This design comes from an exercise in tuning for small area, a short achievable clock period and few clock cycles on the open sky130 flow, not from production work. Where RTL was checked, it was by simulation tests only, not by an equivalence proof against the original. Power figures rest on the tool's default switching activity, not on a simulated workload.

oak:
// dither_mono
module dither_mono #(
    parameter W = 32
) (
    input  wire        clk,
    input  wire        rst,
    input  wire        in_valid,
    output wire        in_ready,
    input  wire [15:0] in_pixel,
    input  wire        in_sof,
    input  wire [7:0]  cfg_thr,
    input  wire        cfg_dither,
    output wire        out_valid,
    input  wire        out_ready,
    output wire [7:0]  out_byte
);
Settings: LEC_CHECK=0, CAP_MARGIN=20, CORE_MARGIN=2, CORE_UTILIZATION=70, CTS_CLUSTER_DIAMETER=60, CTS_CLUSTER_SIZE=25, PLACE_DENSITY=0.8, SLEW_MARGIN=20; clock period 13.0 ns.
standard.sh (not shown) runs the stock make flow with config.mk's settings and CLKGATE_MAP_FILE= SYNTH_SCRIPT=/design/flow/synth_recipe.tcl, a recipe that flattens the netlist after the stock synthesis.
==> flow/flow/run.sh <==
#!/bin/bash
# The standard layout, with every port buffered by a buf_4 instead of the
# default port buffer, and timing repair aiming for more setup slack than
# the clock period needs.
set -euo pipefail
export BUFFER_PORTS_ARGS="-buffer_cell sky130_fd_sc_hd__buf_4"
export SETUP_SLACK_MARGIN=9.3
bash standard.sh finish > flow_make.log 2>&1
The flow did not stop early for oak: all stages ran, and the layout cleared the timing, DRC and antenna checks.
Testbench counts of oak, summed over its fixed seeds: cycles 20,640.
## Diff of input files: pine against oak
--- a/flow/design.v
+++ b/flow/design.v
@@ -1130,21 +1130,21 @@
     always @(posedge clk) begin
         if (~iv | pb_wr) begin
             ipix  <= in_pixel;
             isof  <= in_sof;
             ithr  <= cfg_thr[7:2];
             idith <= cfg_dither;
         end
     end
     reg [5:0]  pb [0:31];
     reg [5:0]  cnt;           
-    reg [5:0]  cr;            
+    reg        rowfull;       
     reg [4:0]  wx;            
     reg        w_wdir;        
     reg        w_rdir;        
     reg        w_odd, w_first, w_dith;
     reg [5:0]  w_t6;
     reg [4:0]  rk;            
     assign     pb_wr    = iv & (~cnt[5] | f1_go);
     wire       w_new    = (wx == 5'd0);
     wire       wdir_eff = w_new ? w_rdir : w_wdir;
     wire [4:0] wp       = wx ^ {5{wdir_eff}};
@@ -1160,30 +1160,30 @@
     wire       f1_sure_n = ~g_valid_n | ~fr_valid_n | x_sure_n;
     always @(posedge clk) begin
         if (pb_wr)
             pb[wp] <= intensity(ipix);
     end
     always @(posedge clk) begin
         if (rst) begin
             in_ready_r <= 1'b1;
             iv         <= 1'b0;
             cnt        <= 6'd0;
-            cr         <= 6'd0;
+            rowfull    <= 1'b0;
             wx         <= 5'd0;
             w_rdir     <= 1'b0;
             w_wdir     <= 1'b0;
             w_odd      <= 1'b1;
         end else begin
             in_ready_r <= ~iv_n | ~full_n | f1_sure_n;
             iv         <= iv_n;
             cnt        <= cnt_n;
-            cr         <= cr + {5'd0, pb_wr} - {(f1_go & (rk == 5'd31)), 5'd0};
+            rowfull    <= (pb_wr & (wx == 5'd31)) | (rowfull & ~(f1_go & (rk == 5'd31)));
             if (pb_wr)
                 wx <= wx + 5'd1;
             if (w_row)
                 w_wdir <= w_rdir;
             w_odd   <= w_odd_n;
             w_first <= w_first_n;
             w_dith  <= w_dith_n;
             w_t6    <= w_t6_n;
             w_rdir  <= w_rdir_n;
         end
@@ -1192,21 +1192,21 @@
     reg        r_odd, r_zero, r_dith, r_rdir;
     reg [5:0]  r_t6;
     reg [4:0]  rp_r, fx_r;    
     wire       rs_n   = f1_go ? (rk == 5'd31) : rs;
     wire       f_odd  = r_odd;
     wire       f_zero = r_zero;
     wire       f_dith = r_dith;
     wire [5:0] f_t6   = r_t6;
     wire [4:0] rp     = rp_r;
     wire [4:0] fx     = fx_r;
-    wire       avail  = f_odd ? cr[5] : (cnt != 6'd0);
+    wire       avail  = f_odd ? rowfull : (cnt != 6'd0);
     reg signed [6:0]  el [0:31];   
     wire [5:0]        v      = pb[rp];
     wire signed [6:0] el_rd  = (a_we && a_wpos == fx) ? a_wdata : el[fx];
     reg               g_valid;
     reg [5:0]         g_v;
     reg signed [6:0]  g_tv;        
     reg signed [6:0]  g_el;
     reg [4:0]         g_x;
     reg               g_rs, g_last, g_zero, g_dith, g_odd;
     assign f1_go     = avail & (~g_valid | f2_go);
==> comparison <==
- Taking oak as the reference, in pine signed area change from the synthesized netlist to the final layout went up; core area -2.0%; number of ordinary and repair buffers in the finished layout moved up; clock power went up; wire length of the first global-routing pass higher.
- In pine, the required time of the worst setup path came out 2920 ps above the value in oak.
- The core utilization number comes out higher for pine vs oak.
Function not checked in pine: the RTL went through the layout flow alone.

---

Another version of the RTL of dither_mono (not shown whole).
Size in the first run: roughly 1,900 cells after synthesis, about 620 flip-flops, about 28,000 µm² of cells after synthesis.
## dither_mono
module dither_mono #(
    parameter W = 32
) (
    input  wire        clk,
    input  wire        rst,
    input  wire        in_valid,
    output wire        in_ready,
    input  wire [15:0] in_pixel,
    input  wire        in_sof,
    input  wire [7:0]  cfg_thr,
    input  wire        cfg_dither,
    output wire        out_valid,
    input  wire        out_ready,
    output wire [7:0]  out_byte
);
Settings: LEC_CHECK=0, CAP_MARGIN=20, CORE_MARGIN=2, CORE_UTILIZATION=60, CTS_CLUSTER_DIAMETER=60, CTS_CLUSTER_SIZE=25, PLACE_DENSITY=0.7, SLEW_MARGIN=20; clock period 13.0 ns.
Scripts as last shown in full above: flow/flow/run.sh
Testbench counts at the start, summed over its fixed seeds: cycles 20,640.
Then changed:
--- a/flow/design.v
+++ b/flow/design.v
@@ -1200,15 +1200,15 @@
     wire [4:0] fx     = rk ^ {5{r_odd}};     
     wire       avail  = f_odd ? rowfull : (cnt != 6'd0);
     reg signed [6:0]  el [0:31];   
     wire [5:0]        v      = pb[rp];
     wire signed [6:0] el_rd  = (a_we && a_wpos == fx) ? a_wdata : el[fx];
     reg               g_valid;
     reg [5:0]         g_v;
-    reg [5:0]         g_t6;
+    reg signed [6:0]  g_tv;        
     reg signed [6:0]  g_el;
     reg [4:0]         g_x;
     reg               g_rs, g_last, g_zero, g_dith, g_odd;
     assign f1_go     = avail & (~g_valid | f2_go);
     assign g_valid_n = f1_go | (g_valid & ~f2_go);
     always @(posedge clk) begin
         if (rst) begin
@@ -1226,15 +1226,15 @@
                 r_rdir <= w_rdir_n;
                 r_t6   <= w_t6_n;
             end
             g_valid <= g_valid_n;
         end
         if (f1_go) begin
             g_v    <= v;
-            g_t6   <= f_t6;
+            g_tv   <= ~ks8({2'b11, ~f_t6}, {2'b00, v});    
             g_el   <= el_rd;
             g_x    <= fx;
             g_rs   <= rs;
             g_last <= (rk == 5'd31);
             g_zero <= f_zero;
             g_dith <= f_dith;
             g_odd  <= f_odd;
@@ -1252,25 +1252,24 @@
     wire signed [5:0] accA_n;
     wire signed [3:0] accB_n;
     wire              caseA = fr_valid;
     wire signed [6:0] err0  = caseA ? {{3{accB_n[3]}}, accB_n} : {accA_n[5], accA_n};
     wire signed [6:0] errl  = (a_we && a_wpos == g_x) ? a_wdata : g_el;
     wire signed [6:0] err   = g_zero ? 7'sd0 : (g_rs ? err0 : errl);
     wire signed [7:0] base  = ks8({2'b00, g_v}, {err[6], err});
-    wire [7:0]        g_tv  = ~ks8({2'b11, ~g_t6}, {2'b00, g_v});
     assign f2_go      = g_valid & (~fr_valid | x_go);
     assign fr_valid_n = f2_go | (fr_valid & ~x_go);
     always @(posedge clk) begin
         if (rst)
             fr_valid <= 1'b0;
         else
             fr_valid <= fr_valid_n;
         if (f2_go) begin
             fr_b0   <= base[6:0];
-            fr_t    <= ~ks8(~g_tv, {err[6], err});    
+            fr_t    <= ~ks8(~{g_tv[6], g_tv}, {err[6], err});    
             fr_dith <= g_dith;
             fr_odd  <= g_odd;
             fr_last <= g_last;
             fr_rs   <= g_rs;
             fr_x    <= g_x;
         end
     end
The changed run completed with no timing, DRC or antenna violations. Final area rises by 1.1%. Total power fell by 10%. Critical path depth increases by 12. Synthesized cell count shrinks by about 0.4%. Worst setup slack got worse by 0.0067 ns. Maximum frequency barely changes. Sequential cell count went up by 1. Worst hold slack barely changes. First-iteration DRC count rises by 2.2%. Global-route usage decreases by 0.87 points. Register-to-register slack loses 0.14 ns.
Testbench counts after the change, summed over its fixed seeds: cycles 20,640.

---

Setup of the baseline:
Another version of the RTL of dither_mono (not shown whole).
For scale: roughly 1900 cells after synthesis, roughly 0.029 mm² of cells after synthesis.
clock: 13.0 ns
lec_check: 0
cap_margin: 20
core_margin: 2
core_utilization: 60
cts_cluster_diameter: 60
cts_cluster_size: 25
place_density: 0.7
slew_margin: 20
Scripts as last shown in full above: flow/flow/run.sh
The baseline: all stages complete, timing, DRC and antenna checks passed
What the candidate does differently from the baseline at the input level:
--- a/flow/design.v
+++ b/flow/design.v
@@ -1128,25 +1128,25 @@
     wire acc_in = in_valid & in_ready_r;
     assign in_ready = in_ready_r;
     always @(posedge clk) begin
         if (~iv | pb_wr) begin
             ipix  <= in_pixel;
             isof  <= in_sof;
             ithr  <= cfg_thr[7:2];
             idith <= cfg_dither;
         end
     end
     reg [5:0]  pb [0:31];
     reg [5:0]  cnt;           
-    reg        rowfull;       
+    reg [5:0]  cr;            
     reg [4:0]  wx;            
     reg        w_wdir;        
     reg        w_rdir;        
     reg        w_odd, w_first, w_dith;
     reg [5:0]  w_t6;
     reg [4:0]  rk;            
     assign     pb_wr    = iv & (~cnt[5] | f1_go);
     wire       w_new    = (wx == 5'd0);
     wire       wdir_eff = w_new ? w_rdir : w_wdir;
     wire [4:0] wp       = wx ^ {5{wdir_eff}};
     wire       iv_n     = acc_in | (iv & ~pb_wr);
     wire       w_row    = pb_wr & w_new;
@@ -1158,57 +1158,57 @@
     wire [5:0] cnt_n    = cnt + {5'd0, pb_wr} - {5'd0, f1_go};
     wire       full_n   = (cnt[5] & (pb_wr | ~f1_go)) | ((cnt == 6'd31) & pb_wr & ~f1_go);
     wire       f1_sure_n = ~g_valid_n | ~fr_valid_n | x_sure_n;
     always @(posedge clk) begin
         if (pb_wr)
             pb[wp] <= intensity(ipix);
     end
     always @(posedge clk) begin
         if (rst) begin
             in_ready_r <= 1'b1;
             iv         <= 1'b0;
             cnt        <= 6'd0;
-            rowfull    <= 1'b0;
+            cr         <= 6'd0;
             wx         <= 5'd0;
             w_rdir     <= 1'b0;
             w_wdir     <= 1'b0;
             w_odd      <= 1'b1;
         end else begin
             in_ready_r <= ~iv_n | ~full_n | f1_sure_n;
             iv         <= iv_n;
             cnt        <= cnt_n;
-            rowfull    <= (pb_wr & (wx == 5'd31)) | (rowfull & ~(f1_go & (rk == 5'd31)));
+            cr         <= cr + {5'd0, pb_wr} - {(f1_go & (rk == 5'd31)), 5'd0};
             if (pb_wr)
                 wx <= wx + 5'd1;
             if (w_row)
                 w_wdir <= w_rdir;
             w_odd   <= w_odd_n;
             w_first <= w_first_n;
             w_dith  <= w_dith_n;
             w_t6    <= w_t6_n;
             w_rdir  <= w_rdir_n;
         end
     end
     reg        rs;            
     reg        r_odd, r_zero, r_dith, r_rdir;
     reg [5:0]  r_t6;
-    reg [4:0]  rp_r;          
+    reg [4:0]  rp_r, fx_r;    
     wire       rs_n   = f1_go ? (rk == 5'd31) : rs;
     wire       f_odd  = r_odd;
     wire       f_zero = r_zero;
     wire       f_dith = r_dith;
     wire [5:0] f_t6   = r_t6;
     wire [4:0] rp     = rp_r;
-    wire [4:0] fx     = rk ^ {5{r_odd}};     
-    wire       avail  = f_odd ? rowfull : (cnt != 6'd0);
+    wire [4:0] fx     = fx_r;
+    wire       avail  = f_odd ? cr[5] : (cnt != 6'd0);
     reg signed [6:0]  el [0:31];   
     wire [5:0]        v      = pb[rp];
     wire signed [6:0] el_rd  = (a_we && a_wpos == fx) ? a_wdata : el[fx];
     reg               g_valid;
     reg [5:0]         g_v;
     reg signed [6:0]  g_tv;        
     reg signed [6:0]  g_el;
     reg [4:0]         g_x;
     reg               g_rs, g_last, g_zero, g_dith, g_odd;
     assign f1_go     = avail & (~g_valid | f2_go);
     assign g_valid_n = f1_go | (g_valid & ~f2_go);
     always @(posedge clk) begin
@@ -1218,26 +1218,28 @@
             g_valid <= 1'b0;
         end else begin
             if (f1_go)
                 rk <= rk + 5'd1;
             rs <= rs_n;
             if (rs_n) begin
                 r_odd  <= w_odd_n;
                 r_zero <= w_first_n | ~w_dith_n;
                 r_dith <= w_dith_n;
                 r_rdir <= w_rdir_n;
                 r_t6   <= w_t6_n;
                 rp_r   <= {5{w_rdir_n}};
+                fx_r   <= {5{w_odd_n}};
             end else if (f1_go) begin
                 rp_r <= r_rdir ? rp_r - 5'd1 : rp_r + 5'd1;
+                fx_r <= r_odd  ? fx_r - 5'd1 : fx_r + 5'd1;
             end
             g_valid <= g_valid_n;
         end
         if (f1_go) begin
             g_v    <= v;
             g_tv   <= ~ks8({2'b11, ~f_t6}, {2'b00, v});    
             g_el   <= el_rd;
             g_x    <= fx;
             g_rs   <= rs;
             g_last <= (rk == 5'd31);
             g_zero <= f_zero;
             g_dith <= f_dith;
Notes after the runs:
- Going from the baseline to the candidate, non-clock buffer count grew by a few percent.
- Worst-case vdd ir drop (higher): the candidate
- Total number of placement rows ended up about 1.3% higher on the candidate than on the baseline.
- Sequential share of layout area for the candidate is lower than for the baseline.
- In terms of worst hold slack, the candidate and the baseline differ only marginally.
- Higher share of synthesized cell area in and, or, nand and nor gates among the candidate and the baseline: the candidate
- Global-route usage ends up higher on the candidate.
- The candidate vs the baseline — internal power contribution climbed by more than 10%
- Diff the baseline -> the candidate: cell count after synthesis now sits higher, share of the synthesized netlist area taken by xor and xnor gates was more or less identical, register-to-register setup slack picked up an extra 70 ps, synthesized netlist net count went up 3.9%, flip-flop and latch count rose about 2.4%.
Testbench counts of the candidate, summed over its fixed seeds: cycles 20,640.
For the baseline, only the layout was checked, not whether the RTL still works.

---

dither_mono, a different RTL version from the one above (not shown whole).
Size in the first run: about 1800 cells after synthesis, roughly 620 flip-flops, ~28000 um^2 of cells after synthesis.
export LEC_CHECK = 0
export CAP_MARGIN = 20
export CORE_MARGIN = 2
export CORE_UTILIZATION = 60
export CTS_CLUSTER_DIAMETER = 60
export CTS_CLUSTER_SIZE = 25
export PLACE_DENSITY = 0.7
export SLEW_MARGIN = 20
create_clock -name core_clock -period 13.0 [get_ports {clk}]
Scripts as last shown in full above: flow/flow/run.sh
Testbench counts at the start, summed over its fixed seeds: cycles 20,640.
Rerun with:
--- a/flow/design.v
+++ b/flow/design.v
@@ -1094,41 +1094,46 @@
             for (i = 7; i >= 0; i = i - 1) begin
                 g = g | (e & a[i] & ~b[i]);
                 e = e & (a[i] | ~b[i]) & (~a[i] | b[i]);
             end
             gtu8 = g;
         end
     endfunction
-    function [4:0] max_lh(input [15:0] p);
-        max_lh = gtu8({3'b000, p[4:0]}, {3'b000, p[15:11]}) ? p[4:0] : p[15:11];
-    endfunction
-    function [5:0] intensity(input [10:0] mp);    
-        reg [5:0] a, b;
+    function [5:0] intensity(input [15:0] p);
+        reg [5:0] a, b, c;
+        reg       ab, cb, ac;
         begin
-            a = {mp[10:6], 1'b0};
-            b = mp[5:0];
-            intensity = gtu8({2'b00, a}, {2'b00, b}) ? a : b;
+            a  = {p[4:0], 1'b0};
+            b  = p[10:5];
+            c  = {p[15:11], 1'b0};
+            ab = gtu8({2'b00, a}, {2'b00, b});
+            cb = gtu8({2'b00, c}, {2'b00, b});
+            ac = gtu8({3'b000, p[4:0]}, {3'b000, p[15:11]});
+            if (ac)
+                intensity = ab ? a : b;
+            else
+                intensity = cb ? c : b;
         end
     endfunction
     wire       f1_go, f2_go, x_go;
     wire       pb_wr;
     wire       g_valid_n, fr_valid_n, x_sure_n;
     wire              a_we;
     wire [4:0]        a_wpos;
     wire signed [6:0] a_wdata;
     reg        in_ready_r;
     reg        iv;
-    reg [10:0] ipix;          
+    reg [15:0] ipix;
     reg        isof, idith;
     reg [5:0]  ithr;
     wire acc_in = in_valid & in_ready_r;
     assign in_ready = in_ready_r;
     always @(posedge clk) begin
         if (~iv | pb_wr) begin
-            ipix  <= {max_lh(in_pixel), in_pixel[10:5]};
+            ipix  <= in_pixel;
             isof  <= in_sof;
             ithr  <= cfg_thr[7:2];
             idith <= cfg_dither;
         end
     end
     reg [5:0]  pb [0:31];
     reg [5:0]  cnt;           
@@ -1182,28 +1187,29 @@
             w_t6    <= w_t6_n;
             w_rdir  <= w_rdir_n;
         end
     end
     reg        rs;            
     reg        r_odd, r_zero, r_dith, r_rdir;
     reg [5:0]  r_t6;
+    reg [4:0]  rp_r, fx_r;    
     wire       rs_n   = f1_go ? (rk == 5'd31) : rs;
     wire       f_odd  = r_odd;
     wire       f_zero = r_zero;
     wire       f_dith = r_dith;
     wire [5:0] f_t6   = r_t6;
-    wire [4:0] rp     = rk ^ {5{r_rdir}};    
-    wire [4:0] fx     = rk ^ {5{r_odd}};     
+    wire [4:0] rp     = rp_r;
+    wire [4:0] fx     = fx_r;
     wire       avail  = f_odd ? rowfull : (cnt != 6'd0);
     reg signed [6:0]  el [0:31];   
     wire [5:0]        v      = pb[rp];
     wire signed [6:0] el_rd  = (a_we && a_wpos == fx) ? a_wdata : el[fx];
     reg               g_valid;
     reg [5:0]         g_v;
-    reg [5:0]         g_t6;
+    reg signed [6:0]  g_tv;        
     reg signed [6:0]  g_el;
     reg [4:0]         g_x;
     reg               g_rs, g_last, g_zero, g_dith, g_odd;
     assign f1_go     = avail & (~g_valid | f2_go);
     assign g_valid_n = f1_go | (g_valid & ~f2_go);
     always @(posedge clk) begin
         if (rst) begin
@@ -1216,20 +1222,25 @@
             rs <= rs_n;
             if (rs_n) begin
                 r_odd  <= w_odd_n;
                 r_zero <= w_first_n | ~w_dith_n;
                 r_dith <= w_dith_n;
                 r_rdir <= w_rdir_n;
                 r_t6   <= w_t6_n;
+                rp_r   <= {5{w_rdir_n}};
+                fx_r   <= {5{w_odd_n}};
+            end else if (f1_go) begin
+                rp_r <= r_rdir ? rp_r - 5'd1 : rp_r + 5'd1;
+                fx_r <= r_odd  ? fx_r - 5'd1 : fx_r + 5'd1;
             end
             g_valid <= g_valid_n;
         end
         if (f1_go) begin
             g_v    <= v;
-            g_t6   <= f_t6;
+            g_tv   <= ~ks8({2'b11, ~f_t6}, {2'b00, v});    
             g_el   <= el_rd;
             g_x    <= fx;
             g_rs   <= rs;
             g_last <= (rk == 5'd31);
             g_zero <= f_zero;
             g_dith <= f_dith;
             g_odd  <= f_odd;
@@ -1247,25 +1258,24 @@
     wire signed [5:0] accA_n;
     wire signed [3:0] accB_n;
     wire              caseA = fr_valid;
     wire signed [6:0] err0  = caseA ? {{3{accB_n[3]}}, accB_n} : {accA_n[5], accA_n};
     wire signed [6:0] errl  = (a_we && a_wpos == g_x) ? a_wdata : g_el;
     wire signed [6:0] err   = g_zero ? 7'sd0 : (g_rs ? err0 : errl);
     wire signed [7:0] base  = ks8({2'b00, g_v}, {err[6], err});
-    wire [7:0]        g_tv  = ~ks8({2'b11, ~g_t6}, {2'b00, g_v});
     assign f2_go      = g_valid & (~fr_valid | x_go);
     assign fr_valid_n = f2_go | (fr_valid & ~x_go);
     always @(posedge clk) begin
         if (rst)
             fr_valid <= 1'b0;
         else
             fr_valid <= fr_valid_n;
         if (f2_go) begin
             fr_b0   <= base[6:0];
-            fr_t    <= ~ks8(~g_tv, {err[6], err});    
+            fr_t    <= ~ks8(~{g_tv[6], g_tv}, {err[6], err});    
             fr_dith <= g_dith;
             fr_odd  <= g_odd;
             fr_last <= g_last;
             fr_rs   <= g_rs;
             fr_x    <= g_x;
         end
     end
Final area increases by a few percent.
Clock skew came out lower by 0.015 ns.
Synthesized area is higher by a few percent.
Clock power came out lower by a few percent.
Clock-buffer cell count fell by 2.
First-iteration DRC count falls by a few percent.
Worst setup slack improves by 0.18 ns.
Via count grows by a few percent.
Die area increases by a few percent.
Maximum frequency rises by a few percent.
Cell count increases by a few percent.
Only the layout flow was run in the second run of this note; the RTL was not checked for function there.

## afterwards: timing with drivers on the ports
How much do the figures lean on ideal ports? The routed layouts below were timed once more, with nothing changed but the port constraints.
Step 1: set_driving_cell puts a clkbuf_16 on clk and a buf_2 on each other input, an assumption about the parent block.
Step 2 moves the port delays by t, midway between the first and last clock arrival at a register: inputs arrive t later, outputs are due t later. That takes back most of the time a late clock gives input paths.
Three values: ideal ports, drivers, drivers and shift; two values: the first two.
run | t (ns) | setup slack, ns | pins driven straight from the clock port
oak | 0.638 | 9.287 / 9.228 / 8.896 | 1
pine | 0.642 | 9.283 / 9.232 / 8.938 | 1
the first run of note 2 | 0.632 | 9.278 / 9.225 / 9.057 | 1
the second run of note 2 | 0.629 | 9.272 / 9.262 / 9.210 | 1
the baseline | 0.625 | 9.291 / 9.237 / 8.908 | 1
the candidate | 0.629 | 9.307 / 9.251 / 8.910 | 1
the first run of note 4 | 0.637 | 9.103 / 9.124 / 8.488 | 1
the second run of note 4 | 0.639 | 9.282 / 9.225 / 8.949 | 1
After both steps setup and hold are still met in every run listed. The setup slack of the first run of note 4, which loses most, moves by +0.021 ns with the drivers and by -0.615 ns with both steps.
